Source: an optimization exercise on an open RTL-to-GDS flow (aim: small area, a short achievable clock period and few clock cycles per item). Production flows keep margins and buffers that such runs may drop. Where RTL was checked, it was by simulation tests only, not by an equivalence proof against the original. Power figures rest on the tool's default switching activity, not on a simulated workload.

==> flow/design.v <==
module crsf_framer (
    input  wire       clk,
    input  wire       rst,         
    input  wire       in_valid,
    input  wire [7:0] in_data,
    output wire       in_ready,
    output wire       out_valid,
    output wire [7:0] out_data,
    output wire       out_last,
    input  wire       out_ready
);
    localparam [1:0] M_SEEK  = 2'd0,    
                     M_HSYNC = 2'd1,    
                     M_CAND  = 2'd2;    
    localparam TAPG = 8;                
    localparam RDG  = 8;                 
    function automatic [7:0] crc8_step(input [7:0] r, input [7:0] d);
        integer k;
        reg [7:0] c;
        begin
            c = r ^ d;
            for (k = 0; k < 8; k = k + 1)
                c = c[7] ? ((c << 1) ^ 8'hD5) : (c << 1);
            crc8_step = c;
        end
    endfunction
    function automatic is_sync(input [7:0] b);
        is_sync = (b == 8'hC8) || (b == 8'hEA) || (b == 8'hEC) || (b == 8'hEE);
    endfunction
    function automatic len_ok(input [7:0] b);
        len_ok = (b[7:6] == 2'b00) && (b[5:1] != 5'd0) && (b[5:0] != 6'd63);
    endfunction
    reg  [7:0] ring [0:63];
    reg  [5:0] base;               
    reg  [5:0] ph;                 
    reg  [6:0] wr;                 
    reg        in_rdy;
    reg  [6:0] ra;                 
    reg  [5:0] ra_ph;              
    reg  [7:0] rd;
    reg        rd_v;
    reg        ra_live;            
    reg        fl;                 
    reg  [1:0] mode;
    reg  [6:0] s;                  
    reg  [5:0] k;                  
    reg  [7:0] crc;
    reg  [6:0] nxt;                
    reg        nxt_v;
    reg        psync;              
    reg  [6:0] q0, q1, q2;         
    reg  [1:0] qn;
    reg        qfull;              
    reg        e_act;
    reg  [6:0] e;                  
    reg  [5:0] e_ph;               
    reg  [1:0] eph;                
    reg  [5:0] rem;                
    reg        el;                 
    reg  [7:0] od;                 
    reg        ol;
    reg        ov;
    reg  [7:0] oc;                 
    reg        ocl;
    reg        gr;                 
    reg  [5:0] pa;                 
    wire [7:0] pdat = ring[pa - (pa % RDG)];
    wire       wen = in_valid && in_rdy;
    integer i;
    always @(posedge clk) begin
        for (i = 0; i < 64; i = i + 1) begin
            if (i % TAPG == 1 && wen && ph == i)
                ring[i] <= in_data;
            else
                ring[i] <= ring[(i + 63) % 64];
        end
    end
    wire [6:0] rp    = ra - 7'd1;     
    wire       avail = ra_live ? wen : (gr && !fl && (ra_ph % RDG == 0));
    always @(posedge clk)
        rd <= ra_live ? in_data : pdat;
    wire       sy    = is_sync(rd);
    wire       lv    = len_ok(rd);
    wire [7:0] crc_n = crc8_step(crc, rd);
    wire       last  = (k == 6'd0);
    wire       pass  = (crc == rd);
    wire       chk      = rd_v && (mode == M_CAND) && last;
    wire       commit   = chk && pass && !qfull;
    wire       stall    = chk && pass && qfull;
    wire       rewind   = chk && !pass && nxt_v;
    wire       flush    = stall || rewind;
    wire [6:0] flush_to = stall ? rp : (nxt + 7'd1);
    wire [6:0] ra_inc  = ra + {6'd0, avail};
    wire       live_nx = ra_live ? 1'b1 : (avail && !wen && (ra + 7'd1 == wr));
    wire [5:0] ra_ph_nx = fl ? (base + 6'd1 - ra[5:0]) : avail ? ra_ph : ra_ph + 6'd1;
    always @(posedge clk) begin
        if (rst) begin
            ra      <= 7'd0;
            ra_ph   <= 6'd0;
            rd_v    <= 1'b0;
            ra_live <= 1'b1;
            fl      <= 1'b0;
        end else begin
            ra      <= flush ? flush_to : ra_inc;
            ra_ph   <= ra_ph_nx;
            rd_v    <= avail && !flush;
            ra_live <= live_nx && !flush;
            fl      <= flush;
        end
    end
    always @(posedge clk) begin
        if (rst) begin
            mode  <= M_SEEK;
            nxt_v <= 1'b0;
        end else if (rd_v) begin
            case (mode)
                M_SEEK: begin
                    if (sy) begin
                        mode <= M_HSYNC;
                        s    <= rp;
                    end
                end
                M_HSYNC: begin
                    if (lv) begin
                        mode  <= M_CAND;
                        k     <= rd[5:0] - 6'd1;
                        crc   <= 8'h00;
                        nxt_v <= 1'b0;
                        psync <= 1'b0;
                    end else if (sy) begin
                        s    <= rp;
                    end else begin
                        mode <= M_SEEK;
                    end
                end
                default: begin
                    if (!last) begin
                        crc   <= crc_n;
                        k     <= k - 6'd1;
                        psync <= sy;
                        if (psync && lv && !nxt_v) begin
                            nxt   <= rp - 7'd1;
                            nxt_v <= 1'b1;
                        end
                    end else if (pass) begin
                        if (!qfull)
                            mode <= M_SEEK;
                    end else if (nxt_v) begin
                        mode <= M_HSYNC;
                        s    <= nxt;
                    end else if (psync && lv) begin
                        s     <= rp - 7'd1;
                        k     <= rd[5:0] - 6'd1;
                        crc   <= 8'h00;
                        nxt_v <= 1'b0;
                        psync <= 1'b0;
                    end else if (sy) begin
                        mode <= M_HSYNC;
                        s    <= rp;
                    end else begin
                        mode <= M_SEEK;
                    end
                end
            endcase
        end
    end
    wire       issue   = e_act && !gr && (!ov || out_ready) && (e_ph % RDG == 0);
    wire       pop     = qn != 2'd0 && (!e_act || (issue && el));
    wire [6:0] e_nx    = pop ? q0 : e + {6'd0, issue};
    wire [5:0] e_ph_nx = pop ? (base + 6'd1 - q0[5:0]) : issue ? e_ph : e_ph + 6'd1;
    wire [1:0] qn_nx   = qn + {1'b0, commit} - {1'b0, pop};
    wire       full_hi = pop ? (qn == 2'd3 && chk) : (qn == 2'd3 || (qn == 2'd2 && chk));
    wire       gr_nx   = !live_nx && !full_hi;
    always @(posedge clk) begin
        if (rst) begin
            gr <= 1'b0;
            pa <= 6'd0;
        end else begin
            gr <= gr_nx;
            pa <= gr_nx ? ra_ph_nx : e_ph_nx;
        end
    end
    wire [7:0] od_nx = issue ? pdat : oc;
    wire       ol_nx = issue ? el : ocl;
    always @(posedge clk) begin
        od <= od_nx;
        ol <= ol_nx;
        if (issue) begin
            oc  <= od_nx;
            ocl <= ol_nx;
        end
    end
    always @(posedge clk) begin
        if (rst) begin
            ov    <= 1'b0;
            e_act <= 1'b0;
            qn    <= 2'd0;
            qfull <= 1'b0;
            el    <= 1'b0;
        end else begin
            ov   <= issue || (ov && !out_ready);
            e    <= e_nx;
            e_ph <= e_ph_nx;
            if (pop)
                el <= 1'b0;
            else if (issue)
                el <= (eph == 2'd2) && (rem == 6'd2);
            if (pop) begin
                eph   <= 2'd0;
                e_act <= 1'b1;
            end else if (issue) begin
                if (eph == 2'd0) begin
                    eph <= 2'd1;
                end else if (eph == 2'd1) begin
                    eph <= 2'd2;
                    rem <= pdat[5:0];
                end else begin
                    rem <= rem - 6'd1;
                    if (rem == 6'd1)
                        e_act <= 1'b0;
                end
            end
            if (pop) begin
                q0 <= (qn == 2'd1) ? s : q1;
                q1 <= (qn == 2'd2) ? s : q2;
                q2 <= s;
            end else begin
                if (qn == 2'd0) q0 <= s;
                if (qn == 2'd1) q1 <= s;
                if (qn == 2'd2) q2 <= s;
            end
            qn    <= qn_nx;
            qfull <= (qn_nx == 2'd3);
        end
    end
    wire [6:0] front = e_act ? e : (qn != 2'd0) ? q0 : (mode == M_SEEK) ? rp : s;
    reg  [6:0] front_q;
    wire [6:0] used  = wr - front_q;
    wire [5:0] ph_nx = wen ? ph : ph + 6'd1;
    always @(posedge clk) begin
        if (rst) begin
            base    <= 6'd0;
            ph      <= 6'd1;
            wr      <= 7'd0;
            front_q <= 7'd0;
            in_rdy  <= 1'b1;
        end else begin
            base    <= base + 6'd1;
            ph      <= ph_nx;
            wr      <= wr + {6'd0, wen};
            front_q <= front;
            in_rdy  <= (ph_nx % TAPG == 1) && (({1'b0, used} + {7'd0, wen}) <= 8'd63);
        end
    end
    assign in_ready  = in_rdy;
    assign out_valid = ov;
    assign out_data  = od;
    assign out_last  = ol;
endmodule
==> flow/config.mk <==
export PLATFORM = sky130hd
export DESIGN_NAME = crsf_framer
export DESIGN_NICKNAME = crsf_framer
export VERILOG_FILES = /design/flow/design.v
export SDC_FILE = /design/flow/constraint.sdc
export NUM_CORES = 4
export LEC_CHECK = 0
export ABC_CLOCK_PERIOD_IN_PS = 3000
export CAP_MARGIN = 20
export CORE_MARGIN = 2
export CORE_UTILIZATION = 40
export CTS_CLUSTER_DIAMETER = 100
export CTS_CLUSTER_SIZE = 20
export SETUP_SLACK_MARGIN = 5
export SLEW_MARGIN = 20
==> flow/constraint.sdc <==
create_clock -name core_clock -period 8.0 [get_ports {clk}]
set_input_delay 1.6000 -clock core_clock [delete_from_list [all_inputs] [get_ports {clk}]]
set_output_delay 1.6000 -clock core_clock [all_outputs]
set_load 0.01 [all_outputs]
standard.sh (not shown) runs the stock make flow with config.mk's settings and CLKGATE_MAP_FILE= SYNTH_SCRIPT=/design/flow/synth_recipe.tcl, a recipe that flattens the netlist after the stock synthesis.
==> flow/flow/run.sh <==
#!/bin/bash
# The standard ORFS flow (the standard.sh, synthesis unchanged) with two
# changes to how the layout is made:
#   - port buffers use a regular buffer cell (buf_4) instead of a delay cell;
#   - timing repair aims for a setup slack of MARGIN ns at the fixed clock.
# The make output goes to flow_make.log; ORFS keeps each step's log under orfs/logs.
set -euo pipefail
MARGIN=5.4
sed "s/SETUP_SLACK_MARGIN=[0-9.]*/SETUP_SLACK_MARGIN=${MARGIN}/" standard.sh > standard_margin.sh
export BUFFER_PORTS_ARGS="-buffer_cell sky130_fd_sc_hd__buf_4"
bash standard_margin.sh > flow_make.log 2>&1
The starting point finished clean.
Testbench counts at the start, summed over its fixed seeds: cycles 34,566, bytes 32,000.
Next try:
--- a/flow/design.v
+++ b/flow/design.v
@@ -12,7 +12,7 @@
     localparam [1:0] M_SEEK  = 2'd0,    
                      M_HSYNC = 2'd1,    
                      M_CAND  = 2'd2;    
-    localparam TAPG = 8;                
+    localparam TAPG = 16;                
     localparam RDG  = 8;                 
     function automatic [7:0] crc8_step(input [7:0] r, input [7:0] d);
         integer k;
Final area drops by 1.1%.
Critical path depth does not change.
Worst setup slack improves by 0.018 ns.
Maximum frequency climbs by 0.68%.
Routed wire length drops by 1.6%.
Worst hold slack degrades by 0.0093 ns.
Sequential share of layout area climbs by 0.62 points.
Sequential power drops by about 4%.
Non-clock buffer count drops by 2.
Synthesized cell count drops by 1.9%.
Testbench counts after the change, summed over its fixed seeds: cycles 35,006, bytes 32,000.


Another version of the RTL of crsf_framer (not shown whole).
For scale: roughly 2300 cells after synthesis, ~670 flip-flops, about 23 I/O pins, ~24000 um^2 of cells after synthesis.
// crsf_framer
module crsf_framer (
    input  wire       clk,
    input  wire       rst,         
    input  wire       in_valid,
    input  wire [7:0] in_data,
    output wire       in_ready,
    output wire       out_valid,
    output wire [7:0] out_data,
    output wire       out_last,
    input  wire       out_ready
);
    localparam [1:0] M_SEEK  = 2'd0,    
                     M_HSYNC = 2'd1,    
                     M_CAND  = 2'd2;    
    localparam TAPG = 16;                
    function automatic [7:0] crc8_step(input [7:0] r, input [7:0] d);
        integer k;
        reg [7:0] c;
        begin
            c = r ^ d;
            for (k = 0; k < 8; k = k + 1)
                c = c[7] ? ((c << 1) ^ 8'hD5) : (c << 1);
            crc8_step = c;
        end
    endfunction
    function automatic is_sync(input [7:0] b);
        is_sync = (b == 8'hC8) || (b == 8'hEA) || (b == 8'hEC) || (b == 8'hEE);
    endfunction
    function automatic len_ok(input [7:0] b);
        len_ok = (b[7:6] == 2'b00) && (b[5:1] != 5'd0) && (b[5:0] != 6'd63);
    endfunction
    reg  [7:0] ring [0:63];
    reg  [5:0] base;               
    reg  [5:0] ph;                 
    reg  [6:0] wr;                 
    reg        in_rdy;
    reg  [6:0] ra;                 
    reg  [5:0] ra_ph;              
    reg  [7:0] rd;
    reg        rd_v;
    reg        ra_live;            
    reg        fl;                 
    reg  [1:0] mode;
    reg  [6:0] s;                  
    reg  [5:0] k;                  
    reg  [7:0] crc;
    reg  [6:0] nxt;                
    reg        nxt_v;
    reg        psync;              
    reg  [6:0] q0, q1, q2;         
    reg  [1:0] qn;
    reg        qfull;              
    reg        e_act;
    reg  [6:0] e;                  
    reg  [5:0] e_ph;               
  ...
Settings: LEC_CHECK=0, ABC_CLOCK_PERIOD_IN_PS=3000, CAP_MARGIN=20, CORE_MARGIN=2, CORE_UTILIZATION=55, CTS_CLUSTER_DIAMETER=100, CTS_CLUSTER_SIZE=25, SETUP_SLACK_MARGIN=5, SLEW_MARGIN=20; clock period 8.0 ns.
==> flow/flow/run.sh <==
#!/bin/bash
# The standard ORFS flow (the standard.sh, synthesis unchanged) with two
# changes to how the layout is made:
#   - port buffers use a regular buffer cell (buf_4) instead of a delay cell;
#   - timing repair aims for a setup slack of MARGIN ns at the fixed clock.
# The make output goes to flow_make.log; ORFS keeps each step's log under orfs/logs.
set -euo pipefail
MARGIN=5.3
sed "s/SETUP_SLACK_MARGIN=[0-9.]*/SETUP_SLACK_MARGIN=${MARGIN}/" standard.sh > standard_margin.sh
export BUFFER_PORTS_ARGS="-buffer_cell sky130_fd_sc_hd__buf_4"
bash standard_margin.sh > flow_make.log 2>&1
Testbench counts at the start, summed over its fixed seeds: cycles 34,275, bytes 32,000.
Then changed:
--- a/flow/design.v
+++ b/flow/design.v
@@ -8,15 +8,15 @@
     output wire [7:0] out_data,
     output wire       out_last,
     input  wire       out_ready
 );
     localparam [1:0] M_SEEK  = 2'd0,    
                      M_HSYNC = 2'd1,    
                      M_CAND  = 2'd2;    
-    localparam TAPG = 16;                
+    localparam TAPG = 8;                
     function automatic [7:0] crc8_step(input [7:0] r, input [7:0] d);
         integer k;
         reg [7:0] c;
         begin
             c = r ^ d;
             for (k = 0; k < 8; k = k + 1)
                 c = c[7] ? ((c << 1) ^ 8'hD5) : (c << 1);
=>
- clock power went down by about 2%
- final area went up by 0.47%
- sequential power went down by about 1%
- utilization barely changes
- final cell count went up by 0.58%
- routed wire length went down by 0.65%
- via count went up by 0.61%
- clock-buffer cell count stays the same
- first-iteration DRC count went up by 2.3%
- global-route usage went up by 0.15 points
- synthesized cell count went up by 1.7%
- fmax barely changes
- worst setup slack is about the same
Testbench counts after the change, summed over its fixed seeds: cycles 34,035, bytes 32,000.


crsf_framer, a different RTL version from the one above (not shown whole).
Size: roughly 650 flip-flops, ~28000 µm² of cells after synthesis.
==> module crsf_framer, before the edit <==
module crsf_framer (
    input  wire       clk,
    input  wire       rst,         
    input  wire       in_valid,
    input  wire [7:0] in_data,
    output wire       in_ready,
    output wire       out_valid,
    output wire [7:0] out_data,
    output wire       out_last,
    input  wire       out_ready
);
    localparam [1:0] M_SEEK  = 2'd0,    
                     M_HSYNC = 2'd1,    
                     M_CAND  = 2'd2;    
    function automatic [7:0] crc8_step(input [7:0] r, input [7:0] d);
        integer k;
        reg [7:0] c;
        begin
            c = r ^ d;
            for (k = 0; k < 8; k = k + 1)
                c = c[7] ? ((c << 1) ^ 8'hD5) : (c << 1);
            crc8_step = c;
        end
    endfunction
    function automatic is_sync(input [7:0] b);
        is_sync = (b == 8'hC8) || (b == 8'hEA) || (b == 8'hEC) || (b == 8'hEE);
    endfunction
    function automatic len_ok(input [7:0] b);
        len_ok = (b[7:6] == 2'b00) && (b[5:1] != 5'd0) && (b[5:0] != 6'd63);
    endfunction
    reg [7:0] mem [0:63];
    reg  [7:0] ir;
    reg        ir_v;
    reg        in_rdy;
    reg  [6:0] wr;
    always @(posedge clk)
        ir <= in_data;
    always @(posedge clk)
        if (ir_v)
            mem[wr[5:0]] <= ir;
    reg  [6:0] ra;                 
    reg  [6:0] rp;                 
    reg  [7:0] rd;
    reg        rd_v;
    reg        ra_live;            
    wire       grant_r;
    wire [7:0] pdat;               
    wire       avail   = ra_live ? ir_v : grant_r;
    always @(posedge clk) begin
        rd <= ra_live ? ir : pdat;
        rp <= ra;
    end
    reg  [1:0] mode;
    reg  [6:0] s;                  
    reg  [5:0] k;                  
    reg  [7:0] crc;
    reg  [6:0] nxt;                
    reg        nxt_v;
    reg        psync;              
    wire       sy  = is_sync(rd);
    wire       lv  = len_ok(rd);
    wire [7:0] crc_n = crc8_step(crc, rd);
    wire       last  = (k == 6'd0);
    wire       pass  = (crc == rd);
    reg  [6:0] q0, q1, q2;         
    reg  [1:0] qn;
    reg        qfull;              
    wire       chk     = rd_v && (mode == M_CAND) && last;
    wire       commit  = chk && pass && !qfull;
    wire       stall   = chk && pass && qfull;
    wire       rewind  = chk && !pass && nxt_v;
    wire       flush   = stall || rewind;
    wire [6:0] flush_to = stall ? rp : (nxt + 7'd1);
    always @(posedge clk) begin
        if (rst) begin
            ra      <= 7'd0;
            rd_v    <= 1'b0;
            ra_live <= 1'b1;
        end else if (flush) begin
            ra      <= flush_to;
            rd_v    <= 1'b0;
            ra_live <= 1'b0;
        end else begin
            ra      <= ra + {6'd0, avail};
            rd_v    <= avail;
            if (!ra_live)
                ra_live <= grant_r && !ir_v && (ra + 7'd1 == wr);
        end
    end
    always @(posedge clk) begin
        if (rst) begin
            mode  <= M_SEEK;
            nxt_v <= 1'b0;
        end else if (rd_v) begin
            case (mode)
                M_SEEK: begin
                    if (sy) begin
                        mode <= M_HSYNC;
                        s    <= rp;
                    end
                end
                M_HSYNC: begin
                    if (lv) begin
                        mode  <= M_CAND;
                        k     <= rd[5:0] - 6'd1;
                        crc   <= 8'h00;
                        nxt_v <= 1'b0;
                        psync <= 1'b0;
                    end else if (sy) begin
                        s    <= rp;
                    end else begin
                        mode <= M_SEEK;
                    end
                end
                default: begin
                    if (!last) begin
                        crc   <= crc_n;
                        k     <= k - 6'd1;
                        psync <= sy;
                        if (psync && lv && !nxt_v) begin
                            nxt   <= rp - 7'd1;
                            nxt_v <= 1'b1;
                        end
                    end else if (pass) begin
                        if (!qfull)
                            mode <= M_SEEK;
                    end else if (nxt_v) begin
                        mode <= M_HSYNC;
                        s    <= nxt;
                    end else if (psync && lv) begin
                        s     <= rp - 7'd1;
                        k     <= rd[5:0] - 6'd1;
                        crc   <= 8'h00;
                        nxt_v <= 1'b0;
                        psync <= 1'b0;
                    end else if (sy) begin
                        mode <= M_HSYNC;
                        s    <= rp;
                    end else begin
                        mode <= M_SEEK;
                    end
                end
            endcase
        end
    end
    reg  [7:0] od, sd;             
    reg        ol, sl;
    reg        ov, sv;
    reg        e_act;
    reg  [6:0] e;                  
    reg  [1:0] eph;                
    reg  [5:0] rem;                
    assign     grant_r = !ra_live && !qfull;
    wire       issue   = e_act && !sv && !grant_r;
    assign     pdat    = mem[grant_r ? ra[5:0] : e[5:0]];
    wire       e_last  = (eph == 2'd2) && (rem == 6'd1);
    wire       pop     = qn != 2'd0 && (!e_act || (issue && e_last));
    always @(posedge clk) begin
        if (sv) begin
            if (out_ready) begin
                od <= sd;
                ol <= sl;
            end
        end else if (!ov || out_ready) begin
            if (issue) begin
                od <= pdat;
                ol <= e_last;
            end
        end else if (issue) begin
            sd <= pdat;
            sl <= e_last;
        end
    end
    always @(posedge clk) begin
        if (rst) begin
            ov    <= 1'b0;
            sv    <= 1'b0;
            e_act <= 1'b0;
            qn    <= 2'd0;
            qfull <= 1'b0;
        end else begin
            if (sv) begin
                if (out_ready)
                    sv <= 1'b0;
            end else if (!ov || out_ready) begin
                ov <= issue;
            end else if (issue) begin
                sv <= 1'b1;
            end
            if (pop) begin
                e     <= q0;
                eph   <= 2'd0;
                e_act <= 1'b1;
            end else if (issue) begin
                e <= e + 7'd1;
                if (eph == 2'd0) begin
                    eph <= 2'd1;
                end else if (eph == 2'd1) begin
                    eph <= 2'd2;
                    rem <= pdat[5:0];
                end else begin
                    rem <= rem - 6'd1;
                    if (rem == 6'd1)
                        e_act <= 1'b0;
                end
            end
            if (pop) begin
                q0 <= (qn == 2'd1) ? s : q1;
                q1 <= (qn == 2'd2) ? s : q2;
                q2 <= s;
            end else begin
                if (qn == 2'd0) q0 <= s;
                if (qn == 2'd1) q1 <= s;
                if (qn == 2'd2) q2 <= s;
            end
            qn    <= qn + {1'b0, commit} - {1'b0, pop};
            qfull <= (qn + {1'b0, commit} - {1'b0, pop}) == 2'd3;
        end
    end
    wire [6:0] front = e_act ? e : (qn != 2'd0) ? q0 : (mode == M_SEEK) ? rp : s;
    wire [6:0] used  = wr - front;
    always @(posedge clk) begin
        if (rst) begin
            wr     <= 7'd0;
            ir_v   <= 1'b0;
            in_rdy <= 1'b1;
        end else begin
            wr     <= wr + {6'd0, ir_v};
            ir_v   <= in_valid && in_rdy;
            in_rdy <= ({1'b0, used} + {7'd0, ir_v} + {7'd0, in_rdy}) <= 8'd63;
        end
    end
    assign in_ready  = in_rdy;
    assign out_valid = ov;
    assign out_data  = od;
    assign out_last  = ol;
endmodule
clock: 8.0 ns
lec_check: 0
abc_clock_period_in_ps: 3000
cap_margin: 20
core_margin: 2
core_utilization: 40
setup_slack_margin: 5
slew_margin: 20
run.sh (not shown) runs the stock make flow with config.mk's settings and CLKGATE_MAP_FILE= SYNTH_SCRIPT=/design/flow/synth_recipe.tcl, a recipe that flattens the netlist after the stock synthesis.
Stock flow here: none of the scripts above is used.
Testbench counts at the start, summed over its fixed seeds: cycles 33,742, bytes 32,000.
Edit:
--- a/flow/design.v
+++ b/flow/design.v
@@ -40,11 +40,11 @@
             mem[wr[5:0]] <= ir;
     reg  [6:0] ra;                 
     reg  [6:0] rp;                 
     reg  [7:0] rd;
     reg        rd_v;
-    reg        ra_live;            
+    wire       ra_live = (ra == wr);
     wire       grant_r;
     wire [7:0] pdat;               
     wire       avail   = ra_live ? ir_v : grant_r;
     always @(posedge clk) begin
         rd <= ra_live ? ir : pdat;
@@ -62,31 +62,27 @@
     wire [7:0] crc_n = crc8_step(crc, rd);
     wire       last  = (k == 6'd0);
     wire       pass  = (crc == rd);
     reg  [6:0] q0, q1, q2;         
     reg  [1:0] qn;
-    reg        qfull;              
+    wire       qfull = (qn == 2'd3);
     wire       chk     = rd_v && (mode == M_CAND) && last;
     wire       commit  = chk && pass && !qfull;
     wire       stall   = chk && pass && qfull;
     wire       rewind  = chk && !pass && nxt_v;
     wire       flush   = stall || rewind;
     wire [6:0] flush_to = stall ? rp : (nxt + 7'd1);
     always @(posedge clk) begin
         if (rst) begin
-            ra      <= 7'd0;
-            rd_v    <= 1'b0;
-            ra_live <= 1'b1;
+            ra   <= 7'd0;
+            rd_v <= 1'b0;
         end else if (flush) begin
-            ra      <= flush_to;
-            rd_v    <= 1'b0;
-            ra_live <= 1'b0;
+            ra   <= flush_to;
+            rd_v <= 1'b0;
         end else begin
-            ra      <= ra + {6'd0, avail};
-            rd_v    <= avail;
-            if (!ra_live)
-                ra_live <= grant_r && !ir_v && (ra + 7'd1 == wr);
+            ra   <= ra + {6'd0, avail};
+            rd_v <= avail;
         end
     end
     always @(posedge clk) begin
         if (rst) begin
             mode  <= M_SEEK;
@@ -175,11 +171,10 @@
         if (rst) begin
             ov    <= 1'b0;
             sv    <= 1'b0;
             e_act <= 1'b0;
             qn    <= 2'd0;
-            qfull <= 1'b0;
         end else begin
             if (sv) begin
                 if (out_ready)
                     sv <= 1'b0;
             end else if (!ov || out_ready) begin
@@ -211,12 +206,11 @@
             end else begin
                 if (qn == 2'd0) q0 <= s;
                 if (qn == 2'd1) q1 <= s;
                 if (qn == 2'd2) q2 <= s;
             end
-            qn    <= qn + {1'b0, commit} - {1'b0, pop};
-            qfull <= (qn + {1'b0, commit} - {1'b0, pop}) == 2'd3;
+            qn <= qn + {1'b0, commit} - {1'b0, pop};
         end
     end
     wire [6:0] front = e_act ? e : (qn != 2'd0) ? q0 : (mode == M_SEEK) ? rp : s;
     wire [6:0] used  = wr - front;
     always @(posedge clk) begin
Effect: The changed run completed with no timing, DRC or antenna violations. Hold slack gains 7.2 ps. Clock power came out lower by about 2%. Via count came out lower by 2.5%. Sequential share of layout area came out higher by 0.30 points. Fmax came out lower by 11%. Die area came out lower by 4.5%.
Only the layout flow was run in the second run of this note; the RTL was not checked for function there.

-- port drivers added, routing unchanged --
How much do the figures lean on ideal ports? The routed layouts below were timed once more, with nothing changed but the port constraints.
Step 1: set_driving_cell puts a clkbuf_16 on clk and a buf_2 on each other input, an assumption about the parent block.
Step 2 adds t to the input delays and takes it off the output delays; t is the mean of the earliest and latest rising clock arrival at the registers after step 1. Input paths then give back, and output paths get back, about the clock's delay inside the block.
Three values: no drivers, after step 1, after step 2; two values: the first two.
run	t, ns	setup slack, ns	cell pins on the clock port's net
the first run of note 1	0.611	5.278 / 5.278 / 4.668	1
the second run of note 1	0.603	5.296 / 5.311 / 4.710	1
the first run of note 2	0.677	5.277 / 5.220 / 4.634	1
the second run of note 2	0.676	5.276 / 5.217 / 4.666	1
the first run of note 3	0.675	4.964 / 4.964 / 4.452	1
the second run of note 3	0.661	4.592 / 4.592 / 4.526	1
After both steps setup and hold are still met in every run listed. For the first run of note 2, which loses most, drivers alone change the setup slack by -0.057 ns; drivers and shift together by -0.643 ns.
